This is an optimization exercise on Yosys and OpenROAD, whose aim is small area, a short achievable clock period and few clock cycles per item, not a production implementation. The RTL was checked by simulation tests, not by an equivalence proof against the original design.

## flow/design.v (module list and top-level ports; edited modules follow where they fit)
// module perm_table_builder: 9214 lines
// module rdmux: 24 lines
// module rdmux_fast: 36 lines
// module oai22: 3 lines
// module aoi22: 3 lines
// module aoi222: 3 lines
// module nor4: 3 lines
// module nand4: 3 lines
// module nand2: 3 lines
// module nor2: 3 lines
// module nor3: 3 lines
// module nand3: 3 lines
// module or2: 3 lines
// module ao21: 3 lines
// module xor2: 3 lines
// module xnor2: 3 lines
// module fa3: 4 lines
// module ha2: 4 lines
module perm_table_builder (
    input  wire        clk,
    input  wire        rst,       
    input  wire        start,     
    input  wire [63:0] seed,      
    input  wire [7:0]  rd_addr,
    output wire [7:0]  rd_data,   
    output reg         busy,
    output reg         valid
);
  // ...
==> flow/run.sh <==
#!/bin/bash
# synth_recipe.tcl (not shown) runs the flow's synth.tcl, then flattens the netlist and writes it again
# the make line also repeats each setting of config.mk as NAME=value (left out here)
make -C /OpenROAD-flow-scripts/flow DESIGN_CONFIG=/design/flow/config.mk WORK_HOME=/design/flow/orfs CLKGATE_MAP_FILE= SYNTH_SCRIPT=/design/flow/synth_recipe.tcl finish
==> flow/config.mk <==
export PLATFORM = sky130hd
export DESIGN_NAME = perm_table_builder
export DESIGN_NICKNAME = perm_table_builder
export VERILOG_FILES = /design/flow/design.v
export SDC_FILE = /design/flow/constraint.sdc
export NUM_CORES = 8
export LEC_CHECK = 0
export CAP_MARGIN = 20
export CORE_MARGIN = 2
export CORE_UTILIZATION = 38
export CTS_CLUSTER_DIAMETER = 100
export CTS_CLUSTER_SIZE = 30
export PLACE_DENSITY = 0.5
export SETUP_SLACK_MARGIN = 5
export SLEW_MARGIN = 20
export SYNTH_HIERARCHICAL = 1
export SYNTH_MINIMUM_KEEP_SIZE = 0
==> flow/constraint.sdc <==
create_clock -name core_clock -period 13.5 [get_ports {clk}]
set_input_delay 2.7000 -clock core_clock [delete_from_list [all_inputs] [get_ports {clk}]]
set_output_delay 2.7000 -clock core_clock [all_outputs]
set_load 0.01 [all_outputs]
==> flow_metrics.env, run 1 <==
export IMPL_status="complete, no violations"
export IMPL_crit_path_max_fanout=7
export IMPL_gr_usage_met1_pct=47.38
export IMPL_yosys_area_share_simple_pct=12.30
export IMPL_route_met3_wl_um=126800
export IMPL_syn_area_mm2=0.2258
export IMPL_synth_area_top_cells="fa_1 (30%), dfxtp_1 (24%), a222oi_1 (9.0%)"
export IMPL_finalMaxSlewViolations=0
export IMPL_post_route_util_pct=43.03
export IMPL_r2r_cells=21
export IMPL_grt_max_degree=146
export IMPL_inverters_excl_clock=520
export IMPL_cts_htree_levels=4
export IMPL_grt_pass1_vias=208800
export IMPL_ys_seq_area_share_pct=24.43
export IMPL_cts_hold_buf=0
export IMPL_nMultiInputCombCells=17580
export IMPL_ctsResizeCount=1031
export IMPL_yosysTopAreaCell="fa_1"
export IMPL_cpMaxStageDelayCell="nor2_4"
export IMPL_synth_mux_area_share_pct=1.175
export IMPL_seq_area_share_pct=21.64
export IMPL_multi_input_area_mm2=0.1738
export IMPL_die_w_um=774.9
export IMPL_clk_latency_ps=1040
export IMPL_start_kind="primary input"
export IMPL_max_freq_mhz=114.2
Testbench counts, summed over its fixed seeds: cycles 4,384, builds 32.
==> inputs of run 2 (changes only) <==
==> flow/config.mk (replaced) <==
export PLATFORM = sky130hd
export DESIGN_NAME = perm_table_builder
export DESIGN_NICKNAME = perm_table_builder
export VERILOG_FILES = /design/flow/design.v
export SDC_FILE = /design/flow/constraint.sdc
export NUM_CORES = 8
export LEC_CHECK = 0
export CAP_MARGIN = 10
export CORE_MARGIN = 2
export CORE_UTILIZATION = 38
export CTS_CLUSTER_DIAMETER = 90
export CTS_CLUSTER_SIZE = 24
export PLACE_DENSITY = 0.5
export SETUP_SLACK_MARGIN = 5
export SLEW_MARGIN = 10
export SYNTH_HIERARCHICAL = 1
export SYNTH_MINIMUM_KEEP_SIZE = 0
==> run 2 against run 1 <==
  * Still clean on timing, DRC and antenna
  * Sequential share of layout area about the same
  * Clock skew down 6.9 ps
  * Die area unchanged
  * Global-route usage up 0.094 points
  * Via count up 0.24%
  * Wire length up 0.14%
  * Maximum frequency up 0.26%
  * Flip-flop and latch count unchanged
  * Register-to-register slack better by 120 ps
  * Non-clock buffer count down 23
  * Count of clock-buffer cells in the layout up 23
  * Largest cell class unchanged
==> flow_metrics.env, run 2 <==
export IMPL_drc_errors=0
export IMPL_drt_wl_total_um=1124000
export IMPL_dieArea_mm2=0.6004
export IMPL_hold_slack_ps=309.9
export IMPL_cts_sinks=2755
export IMPL_ctsLongestPathBuffers=4
export IMPL_synth_commonest_cells="fa_1 (3349), dfxtp_1 (2753), o22ai_1 (2080)"
export IMPL_syn_area_mm2=0.2258
export IMPL_yosysTopAreaCell="fa_1"
export IMPL_max_freq_mhz=114.5
export IMPL_fin_cells=29940
export IMPL_antenna_found_initial=44
export IMPL_crit_type="primary input to output pin"
export IMPL_cts_root_buf="clkbuf_16"
export IMPL_overflow=0
export IMPL_synth_edff_count=2
export IMPL_layout_common_cells="fa_1 (3349), dfxtp_1 (2733), o22ai_1 (2079)"
export IMPL_drt_iter0_markers=38990
export IMPL_post_route_util_pct=43.06
export IMPL_worst_ep_required_time_ps=10800
export IMPL_period_needed_ps=8736
export IMPL_worst_pin_slew_ps=1311
export IMPL_grt_pass1_vias=209300
export IMPL_grtUsageTotal_pct=36.09
export IMPL_synth_area_top_cells="fa_1 (30%), dfxtp_1 (24%), a222oi_1 (9.0%)"
export IMPL_first_pass_iters=17
export IMPL_crit_path_max_fanout=8
export IMPL_finalHoldViolCount=0
export IMPL_clk_latency_ps=1020
export IMPL_final_setup_viol_count=0
export IMPL_clk_pin_slew_ps=90
export IMPL_start_kind="primary input"
export IMPL_vias_per_cell=6.937
export IMPL_largest_register="g_slot.v"
export IMPL_syn_to_final_growth_pct=13.10
export IMPL_post_dp_hpwl_um=800400
export IMPL_start_util_pct=38.07
export IMPL_async_flop_share_pct=0
export IMPL_gp_congestion=1.002
export IMPL_pin_count=85
export IMPL_grt_setup_unrepaired="true"
export IMPL_synth_main_ff_cell="dfxtp_1"
export IMPL_syn_inst=21340
export IMPL_synth_avg_cell_area_um2=10.58
export IMPL_core_area_mm2=0.5931
export IMPL_layout_drive_gt1_share_pct=11.53
export IMPL_ys_seq_area_share_pct=24.43
export IMPL_fp_dieH_um=774.9
export IMPL_ys_ff_latch=2755
export IMPL_cts_buffers=177
export IMPL_finClkSkew_ps=135.5
export IMPL_tns_ps=0
export IMPL_cts_tree="yes"
export IMPL_ys_types=106
export IMPL_end_kind="output pin"
export IMPL_synth_top_area_share_pct=29.69
export IMPL_slew_headroom_pct=12.08
export IMPL_synth_warnings=7
export IMPL_place_inst=29270
export IMPL_numPortBuffers=84
export IMPL_ant_nets=0
export IMPL_largest_register_ffs=2048
export IMPL_die_w_um=774.9
export IMPL_wl_per_cell_um=37.54
export IMPL_min_path_type="flop to flop"
export IMPL_num_vias=207700
export IMPL_finalCritPeriodShare_pct=64.71
export IMPL_fin_nets=26220
export IMPL_final_common_cell="fa_1"
export IMPL_status="complete, no violations"
export IMPL_grt_first_pass_wirelength_um=1583000
export IMPL_cts_hold_buf=0
export IMPL_synth_most_common_cell="fa_1"
export IMPL_cp_arrival_ps=6040
export IMPL_cap_violations=0
export IMPL_grt_max_degree=146
export IMPL_cts_htree_levels=4
export IMPL_num_rows=283
export IMPL_finalMaxSlewViolations=0
==> run 2: cell count changes in the layout (fill, tap and decap cells not counted), moves of 13 or more <==
cell       previous run  this run
a211oi_1            289       313
a211oi_2             28         4
clkbuf_16           160       181
clkinv_8             12        25
nand3_2             104        85
nand3_4             175       188
nor2_1             1323      1340
nor2_2               83        68
==> run 2: final cells by class <==
type / count / area, um2
Tap cell: 7837 / 9806
Antenna cell: 33 / 82.58
Clock inverter: 94 / 1474
Multi-Input combinational cell: 17580 / 173700
Fill cell: 56900 / 337700
Sequential cell: 2755 / 55220
Inverter: 520 / 2056
Clock buffer: 191 / 4584
Timing Repair Buffer: 930 / 8491
==> run 2: kinds of logic (layout without fill, tap and decap cells) <==
logic type	count (synthesis)	after routing	synth area share (%)
flops	2755	2755	24.43
buf+inv	1081	1735	1.822
fa+ha+maj	4185	4185	34.32
xor+xnor	995	995	3.863
simple gates	5431	5449	12.30
other cells	1	90	0.001661
mux	238	238	1.175
compound gates	6651	6652	22.08
==> run 2: worst max-delay path: stages <==
cell and delay, ps:
buf_8 130, and2_4 190, xor2_4 160, buf_12 170, xnor2_4 240, nor3_4 70, clkbuf_16 180, buf_16 200
nand3_4 150, buf_2 190, o22ai_1 90, nor2_1 160, nand2_1 120, nor2_1 160, nand2_2 120, nor2_4 240
nand2_2 100, nor2_4 240, xor2_1 160, clkdlybuf4s15_2 230
==> run 2: worst paths after layout <==
path	from	to	slack (ps)	cells after the start
setup / recovery	rd_addr[2]	rd_data[4]	4760	20
hold / removal	q2A[4]$_DFF_P_	q3A[4]$_DFF_P_	310	0
setup reg to reg	rB[39]$_DFF_P_	s1B[25]$_DFF_P_	5210	19
hold reg to reg	q2A[4]$_DFF_P_	q3A[4]$_DFF_P_	310	0
==> run 2: through the flow <==
step	cell area (um2)	setup slack (ps)
after detailed placement	240000	2207
after CTS	252500	4882
after floorplan	226200	5051
after global routing	255300	4743
after global placement	240000	2287
final	255400	4764
==> run 2: layer usage <==
metal  vias up  routed length, um  GRT usage, %
li1      83770                  -             -
met1    105600             438000         47.36
met2     14990             488300         54.89
met3      3314             127300         9.797
met4        28              69640         18.03
met5         -                389             0
==> run 2: what timing repair did <==
action | in CTS | in global routing
pin swaps | 188 | 134
cloned | 20 | 9
buffers inserted | 159 | 155
gates resized for setup | 1019 | 280
setup endpoints to repair | 79 | 91
==> run 2: Yosys stat by module (local to each module, per instance), a selection <==
module	copies in the design	area [um2]
perm_table_builder	1	114500
aoi222	2032	10.01
ha2	166	12.51
or2	7	6.256
oai22	2048	6.256
ao21	7	7.507
nor4	272	12.51
==> inputs of run 3 (changes only) <==
--- a/flow/config.mk
+++ b/flow/config.mk
@@ -5,13 +5,13 @@
 export SDC_FILE = /design/flow/constraint.sdc
 export NUM_CORES = 8
 export LEC_CHECK = 0
-export CAP_MARGIN = 10
+export CAP_MARGIN = 20
 export CORE_MARGIN = 2
 export CORE_UTILIZATION = 38
 export CTS_CLUSTER_DIAMETER = 90
 export CTS_CLUSTER_SIZE = 24
 export PLACE_DENSITY = 0.5
-export SETUP_SLACK_MARGIN = 5
-export SLEW_MARGIN = 10
+export SETUP_SLACK_MARGIN = 4.5
+export SLEW_MARGIN = 20
 export SYNTH_HIERARCHICAL = 1
 export SYNTH_MINIMUM_KEEP_SIZE = 0
==> run 3 against run 2 <==
  * Die area is the same
  * Count of clock-buffer cells in the layout shrank 1
  * Sequential share of layout area is 0.30 points higher
  * Register-to-register slack got worse by 430 ps
  * Critical endpoint is now rd_data[5]
==> flow_metrics.env, run 3 <==
export IMPL_status="complete, no violations"
export IMPL_core_area_mm2=0.5931
export IMPL_grt_setup_unrepaired="true"
export IMPL_synth_main_ff_cell="dfxtp_1"
export IMPL_synth_edff_count=2
export IMPL_cap_violations=0
export IMPL_r2r_end="z1A[62]$_DFF_P_"
export IMPL_drc_errors=0
export IMPL_worst_ep_required_time_ps=10800
export IMPL_numPortBuffers=84
export IMPL_ys_ff_latch=2755
export IMPL_synth_top_area_share_pct=29.69
export IMPL_layout_common_cells="fa_1 (3349), dfxtp_1 (2739), o22ai_1 (2079)"
export IMPL_overflow=0
export IMPL_grt_first_pass_wirelength_um=1543000
export IMPL_wl_per_cell_um=36.63
export IMPL_grt_busiest_layer="met2"
export IMPL_antenna_found_initial=32
export IMPL_cp_arrival_ps=6380
export IMPL_syn_inst=21340
export IMPL_num_vias=205600
export IMPL_crit_path_max_fanout=11
export IMPL_rrSetupSlack_ps=4780
export IMPL_layout_drive_gt1_share_pct=9.972
export IMPL_ys_types=106
export IMPL_synth_avg_cell_area_um2=10.58
export IMPL_whs_endpoint="q3B[4]$_DFF_P_"
export IMPL_cts_tree="yes"
export IMPL_largest_register_ffs=2048
export IMPL_stdcell_area_mm2=0.2518
export IMPL_grt_use_met3_pct=8.213
export IMPL_grt_pass1_vias=207600
export IMPL_drt_iter0_markers=37940
export IMPL_min_path_type="flop to flop"
export IMPL_setup_ws_ps=4422
export IMPL_first_pass_iters=15
export IMPL_start_util_pct=38.07
export IMPL_tns_ps=0
export IMPL_die_w_um=774.9
export IMPL_end_kind="output pin"
export IMPL_r2r_start="sA[49]$_DFF_P_"
export IMPL_cts_buffers=177
export IMPL_final_common_cell="fa_1"
export IMPL_grt_max_degree=132
export IMPL_post_dp_hpwl_um=775000
export IMPL_yosysTopAreaCell="fa_1"
export IMPL_grtUsageTotal_pct=34.97
export IMPL_gp_congestion=0.9863
export IMPL_finalCritPeriodShare_pct=67.24
export IMPL_pin_count=85
export IMPL_worst_pin_slew_ps=1275
export IMPL_syn_area_mm2=0.2258
export IMPL_gr_usage_met1_pct=46.24
export IMPL_place_inst=29230
export IMPL_max_freq_mhz=110.2
export IMPL_largest_register="g_slot.v"
export IMPL_grt_util_met2_pct=53.62
export IMPL_cts_sinks=2755
export IMPL_finalHoldViolCount=0
export IMPL_min_path_cells=0
export IMPL_clk_pin_slew_ps=90
export IMPL_crit_type="primary input to output pin"
export IMPL_synth_area_top_cells="fa_1 (30%), dfxtp_1 (24%), a222oi_1 (9.0%)"
export IMPL_r2r_cells=18
export IMPL_finClkSkew_ps=139.1
export IMPL_hold_start="q2B[4]$_DFF_P_"
export IMPL_cts_root_buf="clkbuf_16"
export IMPL_cts_htree_levels=4
export IMPL_finalMaxSlewViolations=0
export IMPL_num_rows=283
export IMPL_async_flop_share_pct=0
export IMPL_dieArea_mm2=0.6004
export IMPL_ant_nets=0
export IMPL_syn_to_final_growth_pct=11.51
export IMPL_dpl_cell_area_mm2=0.2397
export IMPL_slew_headroom_pct=15.01
export IMPL_ys_seq_area_share_pct=24.43
export IMPL_fp_dieH_um=774.9
export IMPL_fin_cells=29700
export IMPL_synth_warnings=7
export IMPL_period_needed_ps=9078
export IMPL_final_setup_viol_count=0
export IMPL_synth_most_common_cell="fa_1"
export IMPL_drt_wl_total_um=1088000
export IMPL_start_kind="primary input"
export IMPL_ctsLongestPathBuffers=4
export IMPL_synth_commonest_cells="fa_1 (3349), dfxtp_1 (2753), o22ai_1 (2080)"
export IMPL_dpl_worst_slack_ps=2003
export IMPL_vias_per_cell=6.923
export IMPL_fin_nets=26010
export IMPL_clk_latency_ps=1010
[run 3: cell counts after synthesis]
No cell type changed its count.
[run 3: layout make-up]
| type | instances | area, um2 |
|---|---|---|
| flip-flops and latches | 2755 | 55200 |
| inverters | 520 | 1987 |
| repair buffers | 732 | 6518 |
| multi-input cells | 17560 | 172300 |
| clock buffers | 190 | 4614 |
| fillers | 56970 | 341300 |
| diodes | 10 | 25.02 |
| clock inverters | 92 | 1386 |
| well taps | 7837 | 9806 |
[run 3: timing repair]
action | 4_1_cts | 5_1_grt
resized for setup | 758 | 150
setup endpoints to repair | 65 | 75
buffers inserted | 118 | 48
hold buffers | 0 | 0
pin swaps | 87 | 46
gates cloned | 2 | 6
[run 3: worst max-delay path by stage]
stage	cells past startpoint	slack [ps]	endpoint	start
5_1_grt	45	4370	rm4B[7]$_DFF_P_	dd4[1]$_DFF_P_
2_1_floorplan	13	4690	g_slot[0].v[0]$_DFF_P_	n[2]$_SDFF_PP0_
4_1_cts	20	4430	rd_data[2]	rd_addr[3]
3_3_place_gp	18	1740	rd_data[5]	rd_addr[0]
6_report	20	4420	rd_data[5]	rd_addr[2]
3_5_place_dp	18	2000	rd_data[5]	rd_addr[4]
[run 3: logic make-up (layout without fill, tap and decap cells)]
kind of cell | count (synthesis) | in the layout | share of synthesized area, %
muxes | 238 | 238 | 1.175
xor gates and xnor gates | 995 | 995 | 3.863
DFF | 2755 | 2755 | 24.43
AOI/OAI and AO/OA | 6651 | 6656 | 22.08
and+or+nand+nor | 5431 | 5432 | 12.30
other | 1 | 67 | 0.001661
adders and majority gates | 4185 | 4185 | 34.32
buffers and inverters | 1081 | 1534 | 1.822
[run 3: worst max-delay path, stage by stage]
cell           delay (ps)
clkbuf_4              170
and2_4                230
xor2_4                230
buf_4                 180
xor2_4                230
nor3_4                 70
buf_4                 160
buf_12                220
nand3_4               190
o22ai_1               100
nor2_1                140
nand2_1               150
nor2_2                190
nand2_1               120
nor2_4                240
nand2_4               170
nor2_4                170
xor2_4                220
buf_6                 190
dlygate4sd2_1         280
[run 3: metrics by stage]
stage / util, % / hold slack (ps)
after floorplan: - / 309.6
after global placement: 40.41 / 310.5
after detailed placement: 40.42 / 312.1
after CTS: 42.26 / 311.6
after global routing: 42.45 / 300.8
final: 42.45 / 313.9
[run 3: modules after synthesis, one instance, submodules excluded, a selection]
module              flip-flops and latches  cell area, um2  cells
nor4                                     0           12.51      1
aoi222                                   0           10.01      1
xnor2                                    0           8.758      1
nor2                                     0           3.754      1
nand4                                    0           6.256      1
perm_table_builder                    2755          114500  12060
ao21                                     0           7.507      1
fa3                                      0           20.02      1
oai22                                    0           6.256      1
ha2                                      0           12.51      1
nor3                                     0           10.01      1
aoi22                                    0           12.51      1
[run 3: per-layer routing]
| metal | share of wire [%] | wire (um) |
|---|---|---|
| met3 | 11 | 118700 |
| met4 | 6.5 | 70190 |
| met5 | 0.015 | 163 |
| met2 | 44 | 475000 |
| met1 | 39 | 423700 |
==> inputs of run 4 (changes only) <==
--- a/flow/config.mk
+++ b/flow/config.mk
@@ -11,7 +11,8 @@
 export CTS_CLUSTER_DIAMETER = 90
 export CTS_CLUSTER_SIZE = 24
 export PLACE_DENSITY = 0.5
-export SETUP_SLACK_MARGIN = 4.5
+export SETUP_SLACK_MARGIN = 5
 export SLEW_MARGIN = 20
 export SYNTH_HIERARCHICAL = 1
 export SYNTH_MINIMUM_KEEP_SIZE = 0
+export TNS_END_PERCENT = 20
==> run 4 against run 3 <==
  * Core utilization rose by 0.39 points
  * Sequential share of layout area fell by 0.20 points
  * Critical endpoint is now rd_data[4]
  * Register-to-register slack lost 30 ps
  * First-iteration DRC count increased by 1.6%
  * Critical path depth rose by 2
  * Count of clock-buffer cells in the layout increased by 12
  * Still clean on timing, DRC and antenna
  * Non-clock buffer count increased by 128
  * Critical path type unchanged
  * Final area is 0.92% higher
==> flow_metrics.env, run 4 <==
export IMPL_dpl_cell_area_mm2=0.2401
export IMPL_overflow=0
export IMPL_worst_ep_required_time_ps=10800
export IMPL_async_flop_share_pct=0
export IMPL_post_dp_hpwl_um=805300
export IMPL_cts_htree_levels=4
export IMPL_drt_wl_total_um=1122000
export IMPL_crit_type="primary input to output pin"
export IMPL_drt_iter0_markers=38540
export IMPL_ctsLongestPathBuffers=4
export IMPL_ys_ff_latch=2755
export IMPL_grt_first_pass_wirelength_um=1583000
export IMPL_cp_arrival_ps=6290
export IMPL_worstPathCellList="buf_12 -> and2_4 -> xor2_4 -> buf_12 -> buf_8 -> xor2_4 -> buf_6 -> nor3_4 -> buf_12 -> buf_16 -> nand3_4 -> buf_12 -> o22ai_1 -> nor2_1 -> nand2_1 -> nor2_1 -> nand2_2 -> nor2_4 -> nand2_4 -> nor2_4 -> xor2_4 -> buf_6"
export IMPL_grt_max_degree=182
export IMPL_fin_nets=26150
export IMPL_drc_errors=0
export IMPL_syn_area_mm2=0.2258
export IMPL_gp_congestion=1.001
export IMPL_stdcell_area_mm2=0.2541
export IMPL_pin_count=85
export IMPL_cts_root_buf="clkbuf_16"
export IMPL_slowest_delay_ps=350
export IMPL_setup_ws_ps=4510
export IMPL_ys_seq_area_share_pct=24.43
export IMPL_synth_avg_cell_area_um2=10.58
export IMPL_period_needed_ps=8990
export IMPL_slew_headroom_pct=15.75
export IMPL_cpLargestDelayFamily="simple AND/OR/NAND/NOR gates"
export IMPL_wl_per_cell_um=37.58
export IMPL_min_path_type="flop to flop"
export IMPL_status="complete, no violations"
export IMPL_num_rows=283
export IMPL_cpMaxStageDelayCell="xor2_4"
export IMPL_cts_sinks=2755
export IMPL_hold_slack_ps=323.0
export IMPL_dieArea_mm2=0.6004
export IMPL_grt_setup_unrepaired="true"
export IMPL_synth_warnings=7
export IMPL_final_setup_viol_count=0
export IMPL_dpl_worst_slack_ps=1508
export IMPL_ant_nets=0
export IMPL_finalMaxSlewViolations=0
export IMPL_synth_area_top_cells="fa_1 (30%), dfxtp_1 (24%), a222oi_1 (9.0%)"
export IMPL_clk_latency_ps=1070
export IMPL_crit_path_max_fanout=7
export IMPL_grtUsageTotal_pct=36.08
export IMPL_final_common_cell="fa_1"
export IMPL_finalCritPeriodShare_pct=66.59
export IMPL_syn_to_final_growth_pct=12.54
export IMPL_synth_top_area_share_pct=29.69
export IMPL_grt_pass1_vias=210000
export IMPL_cap_violations=0
export IMPL_start_kind="primary input"
export IMPL_layout_common_cells="fa_1 (3349), dfxtp_1 (2737), o22ai_1 (2075)"
export IMPL_die_w_um=774.9
export IMPL_synth_main_ff_cell="dfxtp_1"
export IMPL_largest_register_ffs=2048
export IMPL_first_pass_iters=14
export IMPL_yosysTopAreaCell="fa_1"
export IMPL_path_buf_inv=8
export IMPL_tns_ps=0
export IMPL_numPortBuffers=84
export IMPL_ys_types=106
export IMPL_largest_register="g_slot.v"
export IMPL_max_freq_mhz=111.2
export IMPL_end_kind="output pin"
export IMPL_layout_drive_gt1_share_pct=10.86
export IMPL_post_route_util_pct=42.85
export IMPL_finalHoldViolCount=0
export IMPL_cp_common_cell="buf_12"
export IMPL_cts_buffers=185
export IMPL_syn_inst=21340
export IMPL_antenna_found_initial=34
export IMPL_fp_dieH_um=774.9
export IMPL_cts_tree="yes"
export IMPL_synth_most_common_cell="fa_1"
export IMPL_synth_edff_count=2
export IMPL_worst_pin_slew_ps=1255
export IMPL_start_util_pct=38.07
export IMPL_n_fill_cell=56900
export IMPL_synth_commonest_cells="fa_1 (3349), dfxtp_1 (2753), o22ai_1 (2080)"
export IMPL_core_area_mm2=0.5931
export IMPL_num_vias=206900
export IMPL_vias_per_cell=6.928
export IMPL_clk_pin_slew_ps=90
export IMPL_finClkSkew_ps=173.4
-- run 4: cell counts after synthesis --
Identical to the previous run, type by type.
-- run 4: repair_timing --
action                                  4_1_cts  5_1_grt
setup buffers                               209       35
pin swaps                                   188       25
endpoints found under the setup margin       80       86
hold buffers                                  0        0
gates cloned                                 14        1
resized for setup                           959      109
-- run 4: layout make-up --
| class | count | area, um2 | share of cell area (%) |
|---|---|---|---|
| Timing Repair Buffer | 860 | 8105 | 3.190 |
| Sequential cell | 2755 | 55210 | 21.73 |
| Clock buffer | 202 | 4837 | 1.904 |
| Clock inverter | 103 | 1628 | 0.6406 |
| Timing Repair inverter | 1 | 5.005 | 0.001969 |
| Tap cell | 7837 | 9806 | 3.859 |
| Inverter | 520 | 1979 | 0.7789 |
| Antenna cell | 20 | 50.05 | 0.01969 |
| Multi-Input combinational cell | 17570 | 172500 | 67.88 |
-- run 4: path summary, 6_finish.rpt --
path	startpoint	end	slack [ps]	depth (start not counted)
setup / recovery	rd_addr[2]	rd_data[4]	4510	22
hold / removal	q2A[0]$_DFF_P_	q3A[0]$_DFF_P_	320	0
setup reg to reg	z1A[42]$_DFF_P_	rA[27]$_DFF_P_	4750	17
hold reg to reg	q2A[0]$_DFF_P_	q3A[0]$_DFF_P_	320	0
-- run 4: stage by stage --
step / instances
final: 29860
after global routing: 29850
after CTS: 29800
after detailed placement: 29270
after global placement: 29270
after floorplan: 21390
-- run 4: per-layer routing --
| metal | GRT usage [%] | part of all wire, % |
|---|---|---|
| met1 | 46.35 | 38 |
| met2 | 55.67 | 44 |
| met3 | 8.695 | 11 |
| met4 | 20.63 | 7.1 |
| met5 | 0.007903 | 0.012 |
-- run 4: logic make-up (layout without fill, tap and decap cells) --
logic type | Yosys count | count (layout) | synth area share [%]
compound gates | 6651 | 6651 | 22.08
other cells | 1 | 77 | 0.001661
fa+ha+maj | 4185 | 4185 | 34.32
flops | 2755 | 2755 | 24.43
mux | 238 | 238 | 1.175
buf+inv | 1081 | 1686 | 1.822
simple gates | 5431 | 5439 | 12.30
xor+xnor | 995 | 995 | 3.863
-- run 4: per-module statistics from Yosys (local to each module, per instance), a selection --
module | cells inside | area (um2) | flops+latches
oai22 | 1 | 6.256 | 0
ha2 | 1 | 12.51 | 0
perm_table_builder | 12060 | 114500 | 2755
nor4 | 1 | 12.51 | 0
aoi22 | 1 | 12.51 | 0
fa3 | 1 | 20.02 | 0
nand4 | 1 | 6.256 | 0

## what the ideal ports hide
Ports are ideal in the flow. The routed layouts listed here were re-timed in OpenROAD. Step 1 sets driving cells, clkbuf_16 on the clock port and buf_2 on the other inputs (assumed; they add their load-dependent delay and slew). Step 2 adds t to the input delays and takes it off the output delays; t is the mean of the earliest and latest rising clock arrival at the registers after step 1. Input paths then give back, and output paths get back, about the clock's delay inside the block. a / b / c = ideal ports / drivers / drivers and shift; a / b = the first two.
run	t (ns)	setup WS [ns]	worst hold slack (ns)	worst slew at a driven data input, ns
run 1	1.096	4.741 / 4.705 / 4.705	0.272 / 0.272 / 0.272	0.07
run 2	1.088	4.764 / 4.707 / 4.707	0.310 / 0.310 / 0.310	0.07
run 3	1.071	4.422 / 4.395 / 4.395	0.314 / 0.314 / 0.314	0.04
run 4	1.111	4.510 / 4.457 / 4.457	0.323 / 0.323 / 0.323	0.20
After both steps setup and hold are still met in every run listed. For run 2, which loses most, drivers alone change the setup slack by -0.057 ns; drivers and shift together by -0.057 ns.
